Background: an optimization exercise with open tools, aiming at small area, a short achievable clock period and few clock cycles. Do not read the settings as production practice. Only simulation tests tie the RTL to the original design; equivalence was not proved. Power is estimated from default activity; no workload was simulated.

==> 06-18 <==
// tfps
module tfps (
    input  wire        clk,
    input  wire        rst,
    input  wire        cmd_valid,
    output wire        cmd_ready,
    input  wire [63:0] cmd,
    output reg         rsp_valid,
    output reg  [39:0] rsp,
    output wire        tx_valid,
    output reg  [7:0]  tx_byte,
    output reg         tx_probe,
    input  wire        tx_ready
);
    localparam [7:0] OP_FBEGIN = 8'h01, OP_FBYTE = 8'h02, OP_FW16 = 8'h03,
                     OP_FW32   = 8'h04, OP_FEND  = 8'h05,
                     OP_PACK   = 8'h10, OP_UNPACK = 8'h11, OP_DSPLIT = 8'h12,
                     OP_TICK   = 8'h20, OP_SETHM  = 8'h21, OP_POLL   = 8'h22,
                     OP_CFGWR  = 8'h30, OP_CFGRD  = 8'h31, OP_INIT   = 8'h32;
    localparam [7:0] ST_OK = 8'h00, ST_NONE = 8'h01, ST_CHUNK = 8'h02,
                     ST_NOTREADY = 8'h03, ST_ABANDONED = 8'h04,
                     ST_INITFAIL = 8'h0D, ST_SEQERR = 8'h0E, ST_ILLEGAL = 8'h0F;
    localparam [1:0] FS_IDLE = 2'd0, FS_OPEN = 2'd1, FS_ABANDONED = 2'd2;
    reg              mode_q;
    reg  [1:0]       fstate_q;
    reg  [15:0]      crc_q;
    reg  [31:0]      now_q;
    reg  [10:0]      gen_q;
  ...
export LEC_CHECK = 0
export CAP_MARGIN = 20
export CORE_MARGIN = 2
export CORE_UTILIZATION = 40
export CTS_CLUSTER_DIAMETER = 100
export CTS_CLUSTER_SIZE = 22
export SLEW_MARGIN = 20
create_clock -name core_clock -period 37.0 [get_ports {clk}]
standard.sh (not shown) runs the stock make flow with config.mk's settings and CLKGATE_MAP_FILE= SYNTH_SCRIPT=/design/flow/synth_recipe.tcl, a recipe that flattens the netlist after the stock synthesis.
==> flow/flow/run.sh <==
#!/bin/bash
set -euo pipefail
export BUFFER_PORTS_ARGS="-buffer_cell sky130_fd_sc_hd__buf_4"
bash standard.sh > standard_flow.log 2>&1
==> 10-22 (differences from 06-18) <==
--- a/flow/design.v
+++ b/flow/design.v
@@ -456,16 +456,28 @@
         end
         x_cont = q_v && !x_done;
     end
     wire       ps_tick  = q_v && !em_act && op_tick && mode_q;
     wire       ps_probe = ps_tick && probe_q && !q_a[0] && (health_trig || (scan_rdy && scan_found));
     wire       ps_wait  = ps_tick && !probe_q && tick_ok_q && scan_wrdy && scan_found_x;
     wire [3:0] ps_g     = !probe_q ? scan_g_x : health_trig ? 4'd3 : scan_g;
     wire hp_pre = q_v && !em_act && op_tick && mode_q && probe_q && !q_a[0] && health_trig;
+    wire       now_en1 = ps_tick && ((probe_q && (q_a[0] || health_trig || scan_rdy)) ||
+                                     (!probe_q && tick_ok_q && scan_wrdy));
+    wire       now_en0 = ps_tick && (probe_q || (tick_ok_q && scan_wrdy));
+    wire       now_en, hp_en;
+    tfps_lmux u_now_mux (.sel(tx_ready), .a1(now_en1), .a0(now_en0), .y(now_en));
+    tfps_lmux u_hp_mux  (.sel(tx_ready), .a1(hp_pre), .a0(1'b0), .y(hp_en));
+    wire       ph_new = !probe_q ? (sc_take ? (sc_g_q == hptr_n) : (scan_g == hptr_n))
+                                 : health_trig ? (hptr_n == 4'd3) : (scan_g == hptr_n);
+    wire       ph_old = pend_q && !pend_hit && (pend_g_q == hptr_n);
+    wire       pend_hit_n;
+    tfps_lmux u_ph_mux (.sel(tx_ready), .a1((ps_wait || ps_probe) ? ph_new : ph_old),
+                        .a0(ps_wait ? ph_new : ph_old), .y(pend_hit_n));
     wire       tick_now   = q_v && op_tick;
     wire       pend_left  = pend_q && !pend_hit;
     wire       pend_n     = pend_left || tick_now;
     wire       probe_wait = q_v && !em_act && op_tick && mode_q && !probe_q && !tick_ok_q && !pend_left;
     wire       will_last = !it_done ? (em_idx == em_last) : ((nidx == em_last) && !nres);
     wire       tick_w    = !q_a[0] && !health_trig && !scan_rdy;
     wire       ndw_dsp   = op_dsplit && (q_a <= 8'd4) && !dsp_k0 && (kh_q != 4'd0);
     wire       ndw_tpw   = op_tick && mode_q && !probe_q && !tick_ok_q;
@@ -478,66 +490,71 @@
                            ndw_ring ? (q_a[3:0] == hptr_n) : 1'b1;
     wire       tick_pr   = op_tick && mode_q && probe_q;
     wire       rdy_cont  = !q_v || (em_act ? (!tx_ready || will_last) :
                                     tick_pr ? (!(tx_ready && tick_w) || (scan_cnt == 4'd10) ||
                                                (scan_cnt == 4'd11)) : nd_rdy);
     wire       scan_keep  = scan_keep_try && scan_rdy && scan_found && !scan_ones && !scan_kept;
     wire       scan_rst   = scan_restart || (scan_keep_try && !scan_keep);
     wire [3:0] scan_cnt_n = scan_rst ? 4'd0 : scan_rdy ? scan_cnt : scan_cnt + 4'd1;
-    wire        acc   = cmd_valid && ready_q;    
+    wire        acc   = cmd_valid && ld_q && !rst_q;    
     wire [7:0]  y_op  = cmd[63:56];
     wire [7:0]  y_a   = cmd[55:48];
     wire        y_fbegin = (y_op == OP_FBEGIN);
     wire        y_fend   = (y_op == OP_FEND);
     wire        y_data   = (y_op == OP_FBYTE) || (y_op == OP_FW16) || (y_op == OP_FW32);
     wire        y_multi  = (y_op == OP_FW16) || (y_op == OP_FW32) || y_fend || (y_op == OP_FBYTE);
     wire        y_emit   = mode_n && (y_fbegin || ((y_data || y_fend) && fstate_n == FS_OPEN));
+    wire [1:0]  fstate_nd = (q_v && op_fend && mode_q && (fstate_q == FS_ABANDONED)) ? FS_IDLE : fstate_q;
     wire [1:0]  fstate_ok = (q_v && em_act) ? (last_draw ? (op_fend ? FS_IDLE : FS_OPEN) : fstate_q)
-                                            : fstate_n;
+                                            : fstate_nd;
     wire        y_emit_ok = mode_n && (y_fbegin || ((y_data || y_fend) && fstate_ok == FS_OPEN));
     wire        y_tick   = (y_op == OP_TICK);
-    wire        scan_rdy_p = !scan_restart && !tick_now && ((scan_cnt == 4'd11) || scan_rdy);
+    wire        cfg_rst    = q_v && !em_act && op_cfgwr && !mode_q &&
+                             ((q_a == 8'h02) || (q_a_ring_i && q_at_head));
+    wire        scan_rdy_p = !cfg_rst && !tick_now && ((scan_cnt == 4'd11) || scan_rdy);
     wire        y_probe  = y_tick && mode_n && !pend_n;
     wire        y_ring   = ((y_op == OP_CFGRD) && (y_a[7:4] == 4'h1 || y_a[7:4] == 4'h2)) ||
                            ((y_op == OP_CFGWR) && (y_a[7:4] == 4'h1));
-    wire        y_wait   = (y_op[4] && y_op[1] && !y_op[0] && (y_a[2:0] != 3'd0)) ||
-                           (y_op[5] && !y_op[4] && !y_op[1] && !y_op[0] &&
-                            (pend_n || (!scan_rdy_p && !y_a[0]))) ||
-                           (y_op[5] && y_op[4] && !y_op[1] && !y_a[7] && !y_a[6] &&
-                            (y_a[5] ^ y_a[4]) && (y_a[3:0] != hptr_n)) ||
-                           ((y_op[7:3] == 5'd0) && (y_op[2] || y_op[1]) && mode_n &&
-                            (fstate_ok == FS_OPEN) && (tx_ready || !(q_v && em_act)));
+    wire        rdy_c1    = !q_v || (em_act ? will_last :
+                                     tick_pr ? (!tick_w || (scan_cnt == 4'd10) || (scan_cnt == 4'd11)) :
+                                     nd_rdy);
+    wire        rdy_c0    = !q_v || em_act || tick_pr || nd_rdy;
+    wire        rdy_n1, rdy_n0;
+    tfps_rdy u_rdy (.op(y_op), .a(y_a), .cmd_valid(cmd_valid), .ready(ready_q),
+                    .pend_n(pend_n), .scan_rdy_p(scan_rdy_p), .hptr_n(hptr_n),
+                    .f_open(mode_n && (fstate_ok == FS_OPEN)), .em_draw(q_v && em_act),
+                    .c1(rdy_c1), .c0(rdy_c0), .n1(rdy_n1), .n0(rdy_n0));
+    wire        rdy_n;
+    tfps_lmux u_rdy_mux (.sel(tx_ready), .a1(rdy_n1), .a0(rdy_n0), .y(rdy_n));
     wire [7:0]  fend0    = ~crc_n[7:0];
     wire        fend0_r  = resv(fend0, delim_q);
     wire [7:0]  fend0_b  = fend0_r ? d_esc : fend0;
-    wire        ya_r     = resv(y_a, delim_q);
     wire        y_p_fbegin = !y_op[2] && !y_op[1];
     wire        y_p_fend   = y_op[2] && y_op[0];
-    wire [7:0]  y_byte   = y_p_fbegin ? d_start : y_p_fend ? fend0_b : (ya_r ? d_esc : y_a);
+    wire [7:0]  y_byte;
+    wire        y_res;
+    tfps_first u_first (.op(y_op[2:0]), .a(y_a), .delim(delim_q), .fend0(fend0),
+                        .fend0_b(fend0_b), .fend0_r(fend0_r), .byte0(y_byte), .res0(y_res));
     wire [7:0]  y_it     = y_p_fend ? fend0 : y_a;
-    wire        y_res    = y_p_fend ? fend0_r : (ya_r && !y_p_fbegin);
     always @(posedge clk) begin
         hptr_q  <= hptr_n;
         lring_q <= {(clearing ? 32'd0 : pend_hit ? now_dec : lring_q[0]), lring_q[10:1]};
         iring_q <= {(iring_wr ? q_c : clearing ? 32'd0 : iring_q[0]), iring_q[10:1]};
         if (clearing) clr_q <= clr_q - 4'd1;
         if (pend_hit) pend_q <= 1'b0;
-        pend_hit <= (ps_wait || (ps_probe && tx_ready)) ? (ps_g == hptr_n)
-                                                      : (pend_q && !pend_hit && (pend_g_q == hptr_n));
+        pend_hit <= pend_hit_n;
         rsp_valid <= x_done;
         rsp       <= {r_st, r_data};
         mode_q   <= mode_n;
         fstate_q <= fstate_n;
         crc_q    <= crc_n;
-        if (ps_tick && ((probe_q && (!tx_ready || q_a[0] || health_trig || scan_rdy)) ||
-                        (!probe_q && tick_ok_q && scan_wrdy)))
-            now_q <= now_p1;
+        if (now_en) now_q <= now_p1;
         if (hc_wr)    hc_q    <= q_c;
-        if (hp_pre && tx_ready) hp_q <= hc_q;
+        if (hp_en) hp_q <= hc_q;
         if (delim_wr) delim_q <= q_c;
         if (gen_wr)   gen_q   <= q_c[10:0];
         if (sens_wr) begin
             sid_q[q_a[1:0]] <= q_c[7:0];
             sm_q[q_a[1:0]]  <= q_c[15:8];
         end
         if (rr_wr) rr_q[poll_slot] <= rr_next;
         if (pend_set) pend_q <= 1'b1;
@@ -588,27 +605,25 @@
                 res_q  <= nres;
             end
         end
         txv_q    <= em_adv;
         em_act   <= em_adv;
         tx_probe <= probe_wait;
         probe_q  <= probe_wait;
         tick_ok_q <= tick_wait;
-        ready_q  <= rdy_cont;
-        ld_q     <= rdy_cont;
+        ready_q  <= rdy_n;
+        ld_q     <= rdy_n;
         if (x_done) q_v <= 1'b0;
-        if (ready_q) begin
+        if (ld_q && !rst_q) begin
             q_v      <= cmd_valid;
             txv_q    <= cmd_valid && y_emit;
             em_act   <= cmd_valid && y_emit;
             tx_probe <= cmd_valid && y_probe;
             probe_q  <= cmd_valid && y_probe;
-            ready_q  <= !cmd_valid || !y_wait;
-            ld_q     <= !cmd_valid || !y_wait;
         end
         if (ld_q) begin
             q_op     <= y_op;
             q_a      <= y_a;
             q_b      <= y_op[4] ? {cmd[31], 1'b1, 14'd0} : cmd[47:32];
             kh_q     <= {y_a[2:0] == 3'd4, y_a[2:0] == 3'd3, y_a[2:0] == 3'd2, y_a[2:0] == 3'd1};
             q_c      <= (y_op[4] && y_op[1]) ? (cmd[31:0] ^ {32{cmd[31]}}) : cmd[31:0];
             dr_q     <= 4'd0;
@@ -647,8 +662,54 @@
             pend_q     <= 1'b0;
             pend_hit   <= 1'b0;
             scan_cnt   <= 4'd0;
             scan_found <= 1'b0;
             scan_kept  <= 1'b0;
         end
     end
 endmodule
+module tfps_lmux (
+    input  wire sel,
+    input  wire a1,
+    input  wire a0,
+    output wire y
+);
+    assign y = sel ? a1 : a0;
+endmodule
+module tfps_rdy (
+    input  wire [7:0] op,
+    input  wire [7:0] a,
+    input  wire       cmd_valid,
+    input  wire       ready,
+    input  wire       pend_n,
+    input  wire       scan_rdy_p,
+    input  wire [3:0] hptr_n,
+    input  wire       f_open,
+    input  wire       em_draw,
+    input  wire       c1,
+    input  wire       c0,
+    output wire       n1,
+    output wire       n0
+);
+    wire wait_b = (op[4] && op[1] && !op[0] && (a[2:0] != 3'd0)) ||
+                  (op[5] && !op[4] && !op[1] && !op[0] && (pend_n || (!scan_rdy_p && !a[0]))) ||
+                  (op[5] && op[4] && !op[1] && !a[7] && !a[6] && (a[5] ^ a[4]) && (a[3:0] != hptr_n));
+    wire wait_f = (op[7:3] == 5'd0) && (op[2] || op[1]) && f_open;
+    assign n1 = ready ? (!cmd_valid || !(wait_b || wait_f)) : c1;
+    assign n0 = ready ? (!cmd_valid || !(wait_b || (wait_f && !em_draw))) : c0;
+endmodule
+module tfps_first (
+    input  wire [2:0]  op,         
+    input  wire [7:0]  a,
+    input  wire [31:0] delim,
+    input  wire [7:0]  fend0,      
+    input  wire [7:0]  fend0_b,    
+    input  wire        fend0_r,    
+    output wire [7:0]  byte0,
+    output wire        res0
+);
+    wire p_fbegin = !op[2] && !op[1];
+    wire p_fend   = op[2] && op[0];
+    wire a_r      = (a == delim[7:0]) || (a == delim[15:8]) || (a == delim[23:16]);
+    assign byte0 = p_fbegin ? delim[7:0] : p_fend ? fend0_b : (a_r ? delim[23:16] : a);
+    assign res0  = p_fend ? fend0_r : (a_r && !p_fbegin);
+endmodule
Settings changed: CTS_CLUSTER_DIAMETER 100 to 120, CTS_CLUSTER_SIZE 22 to 25, SYNTH_HIERARCHICAL from default to 1.
==> 02-13 (differences from 06-18) <==
--- a/flow/design.v
+++ b/flow/design.v
@@ -130,19 +130,16 @@
                           (sc_g_q == 4'd8) ? 4'd6  : (sc_g_q == 4'd6) ? 4'd5 :
                           (sc_g_q == 4'd5) ? 4'd4  : (sc_g_q == 4'd4) ? 4'd3 :
                           (sc_g_q == 4'd7) ? 4'd2  : (sc_g_q == 4'd10) ? 4'd1 : 4'd0;
     wire [35:0] sc_key  = {sc_ovx[31:0], sc_rk};
     wire [35:0] sc_bkey = {scan_best, scan_rk};
     wire        sc_b    = (scan_cnt != 4'd0) && (scan_cnt != 4'd12);
     wire        sc_take = sc_b && sc_elig && (!scan_found || (sc_key > sc_bkey));
     wire        scan_rdy = (scan_cnt == 4'd12);
-    wire        scan_wrdy    = scan_rdy || (scan_cnt == 4'd11);
-    wire        scan_found_x = scan_found || sc_take;
-    wire [3:0]  scan_g_x     = sc_take ? sc_g_q : scan_g;
     wire health_trig = gen_q[3] && (hc_q != hp_q);
     localparam [109:0] LANE_W = {5'd11, 5'd10, 5'd11, 5'd11, 5'd8, 5'd9, 5'd7,
                                  5'd12, 5'd1, 5'd1, 5'd1, 5'd1, 5'd2, 5'd5,
                                  5'd15, 5'd8, 5'd9, 5'd10, 5'd8, 5'd8, 5'd2, 5'd4};
     localparam [109:0] LANE_O = {5'd21, 5'd11, 5'd0, 5'd17, 5'd9, 5'd0, 5'd25,
                                  5'd12, 5'd10, 5'd9, 5'd8, 5'd7, 5'd5, 5'd0,
                                  5'd17, 5'd9, 5'd0, 5'd22, 5'd14, 5'd6, 5'd4, 5'd0};
     wire        field_ok = (q_a <= 8'd21);
@@ -383,31 +380,31 @@
                             end else if (probe_q && health_trig) begin
                                 now_inc      = 1'b1;
                                 scan_restart = 1'b1;
                                 r_st         = ST_OK;
                                 r_data       = {28'd0, 4'd3};
                                 pend_set     = 1'b1;
                                 pend_g_n     = 4'd3;
                                 hp_wr        = 1'b1;
-                            end else if (probe_q ? !scan_rdy : !scan_wrdy) begin
+                            end else if (!scan_rdy) begin
                                 x_done      = 1'b0;
                                 tick_wait   = 1'b1;
-                                x_will_done = (scan_cnt == 4'd10) || (scan_cnt == 4'd11);
-                            end else if (!scan_found_x) begin
+                                x_will_done = (scan_cnt == 4'd11);
+                            end else if (!scan_found) begin
                                 now_inc      = 1'b1;
                                 scan_restart = 1'b1;
                                 r_st         = ST_NONE;
                             end else begin
                                 now_inc      = 1'b1;
                                 scan_restart = 1'b1;
                                 r_st         = ST_OK;
-                                r_data       = {28'd0, scan_g_x};
+                                r_data       = {28'd0, scan_g};
                                 pend_set     = 1'b1;
-                                pend_g_n     = scan_g_x;
+                                pend_g_n     = scan_g;
                             end
                         end
                     end
                     OP_SETHM: begin
                         if (mode_q) begin r_st = ST_OK; hc_wr = 1'b1; end
                     end
                     OP_POLL: begin
                         if (mode_q) begin
@@ -453,38 +450,37 @@
                     default: r_st = ST_ILLEGAL;
                 endcase
             end
         end
         x_cont = q_v && !x_done;
     end
     wire       ps_tick  = q_v && !em_act && op_tick && mode_q;
     wire       ps_probe = ps_tick && probe_q && !q_a[0] && (health_trig || (scan_rdy && scan_found));
-    wire       ps_wait  = ps_tick && !probe_q && tick_ok_q && scan_wrdy && scan_found_x;
-    wire [3:0] ps_g     = !probe_q ? scan_g_x : health_trig ? 4'd3 : scan_g;
+    wire       ps_wait  = ps_tick && !probe_q && tick_ok_q && scan_rdy && scan_found;
+    wire [3:0] ps_g     = (probe_q && health_trig) ? 4'd3 : scan_g;
     wire hp_pre = q_v && !em_act && op_tick && mode_q && probe_q && !q_a[0] && health_trig;
     wire       tick_now   = q_v && op_tick;
     wire       pend_left  = pend_q && !pend_hit;
     wire       pend_n     = pend_left || tick_now;
     wire       probe_wait = q_v && !em_act && op_tick && mode_q && !probe_q && !tick_ok_q && !pend_left;
     wire       will_last = !it_done ? (em_idx == em_last) : ((nidx == em_last) && !nres);
     wire       tick_w    = !q_a[0] && !health_trig && !scan_rdy;
     wire       ndw_dsp   = op_dsplit && (q_a <= 8'd4) && !dsp_k0 && (kh_q != 4'd0);
     wire       ndw_tpw   = op_tick && mode_q && !probe_q && !tick_ok_q;
-    wire       ndw_tok   = op_tick && mode_q && !probe_q && tick_ok_q && !scan_wrdy;
+    wire       ndw_tok   = op_tick && mode_q && !probe_q && tick_ok_q && !scan_rdy;
     wire       ndw_ring  = ((op_cfgrd && (q_a_ring_i || q_a_ring_l)) ||
                             (op_cfgwr && !mode_q && q_a_ring_i)) && !q_at_head;
     wire       nd_rdy    = ndw_dsp  ? ((kh_q == 4'd1) && dsp_pend) :
                            ndw_tpw  ? 1'b0 :
-                           ndw_tok  ? (scan_cnt == 4'd10) :
+                           ndw_tok  ? (scan_cnt == 4'd11) :
                            ndw_ring ? (q_a[3:0] == hptr_n) : 1'b1;
     wire       tick_pr   = op_tick && mode_q && probe_q;
     wire       rdy_cont  = !q_v || (em_act ? (!tx_ready || will_last) :
-                                    tick_pr ? (!(tx_ready && tick_w) || (scan_cnt == 4'd10) ||
-                                               (scan_cnt == 4'd11)) : nd_rdy);
+                                    tick_pr ? (!(tx_ready && tick_w) || (scan_cnt == 4'd11)) : nd_rdy);
     wire       scan_keep  = scan_keep_try && scan_rdy && scan_found && !scan_ones && !scan_kept;
     wire       scan_rst   = scan_restart || (scan_keep_try && !scan_keep);
     wire [3:0] scan_cnt_n = scan_rst ? 4'd0 : scan_rdy ? scan_cnt : scan_cnt + 4'd1;
     wire        acc   = cmd_valid && ready_q;    
     wire [7:0]  y_op  = cmd[63:56];
     wire [7:0]  y_a   = cmd[55:48];
     wire        y_fbegin = (y_op == OP_FBEGIN);
     wire        y_fend   = (y_op == OP_FEND);
@@ -524,17 +520,17 @@
         pend_hit <= (ps_wait || (ps_probe && tx_ready)) ? (ps_g == hptr_n)
                                                       : (pend_q && !pend_hit && (pend_g_q == hptr_n));
         rsp_valid <= x_done;
         rsp       <= {r_st, r_data};
         mode_q   <= mode_n;
         fstate_q <= fstate_n;
         crc_q    <= crc_n;
         if (ps_tick && ((probe_q && (!tx_ready || q_a[0] || health_trig || scan_rdy)) ||
-                        (!probe_q && tick_ok_q && scan_wrdy)))
+                        (!probe_q && tick_ok_q && scan_rdy)))
             now_q <= now_p1;
         if (hc_wr)    hc_q    <= q_c;
         if (hp_pre && tx_ready) hp_q <= hc_q;
         if (delim_wr) delim_q <= q_c;
         if (gen_wr)   gen_q   <= q_c[10:0];
         if (sens_wr) begin
             sid_q[q_a[1:0]] <= q_c[7:0];
             sm_q[q_a[1:0]]  <= q_c[15:8];
==> comparison <==
The highest count of clock-buffer cells in the layout belongs to 02-13, the lowest to 10-22.
First-iteration DRC count, highest first: 06-18, 10-22, 02-13.
Via count: 06-18 > 10-22 > 02-13.
The highest worst hold slack belongs to 06-18, the lowest to 10-22.
In sequential power, 02-13 and 10-22 hardly differ.
02-13 finished with timing, DRC and antenna clean. 06-18 ran to the end with no violations. 10-22 finished with timing, DRC and antenna clean.
Register-to-register slack, lowest first: 06-18, 10-22, 02-13.
Wire length: 10-22 < 02-13 < 06-18.
==> figures <==
item                                                                          02-13                    10-22                    06-18
Run status                                                  complete, no violations  complete, no violations  complete, no violations
Die width                                                                    364 µm                   365 µm                   365 µm
Fin worst setup slack                                                     28,050 ps                28,260 ps                28,080 ps
Sequential area share after synthesis                                         49.3%                    49.0%                    48.9%
Category of the worst setup path launch point                             input pin                     flop                input pin
Register Area                                                            25,600 µm²               25,500 µm²               25,500 µm²
Wl on met1                                                                72,700 µm                71,000 µm                75,000 µm
CP startpoint                                                              tx_ready                  ready_q                 tx_ready
Net load switching power                                                   0.673 mW                 0.606 mW                 0.688 mW
Routing usage on met3                                                         4.03%                    4.80%                    5.36%
Total area of multi-input combinational cells                            24,100 µm²               24,300 µm²               24,400 µm²
Share of Yosys cell area claimed by the top area cell type                    41.5%                    41.5%                    41.4%
Clock network power                                                        0.802 mW                 0.710 mW                 0.809 mW
Internal power summed over all cells                                        1.78 mW                  1.70 mW                  1.79 mW
Critical Path Fanout Max                                                          7                        5                       30
Total combinational power                                                  0.302 mW                 0.249 mW                 0.317 mW
Testbench counts of 06-18, summed over its fixed seeds: cycles 81,026.
Testbench counts of 10-22, summed over its fixed seeds: cycles 81,026.
Testbench counts of 02-13, summed over its fixed seeds: cycles 81,682.

## afterwards: timing with drivers on the ports
The flow's constraints put no driver on any port. The routed layouts listed below were extracted and timed again, unchanged, in two steps. Step 1 assumes that a clkbuf_16 drives the clock port and a buf_2 every other input. Step 2 times the ports against the registers' clock, not the clock port: input delays grow and output delays shrink by t, the midpoint of the rising clock arrivals with the driver on. Slacks: ideal / step 1 / step 2; pairs: ideal / step 1.
run	shift t [ns]	slack for setup (ns)	worst slew at a driven data input, ns
06-18	0.787	28.077 / 28.058 / 27.271	0.15
10-22	0.799	28.255 / 28.178 / 27.707	0.13
02-13	0.746	28.051 / 28.078 / 27.332	0.14
After both steps every run listed still meets setup and hold. The setup slack of 06-18, which loses most, moves by -0.019 ns with the drivers and by -0.806 ns with both steps.
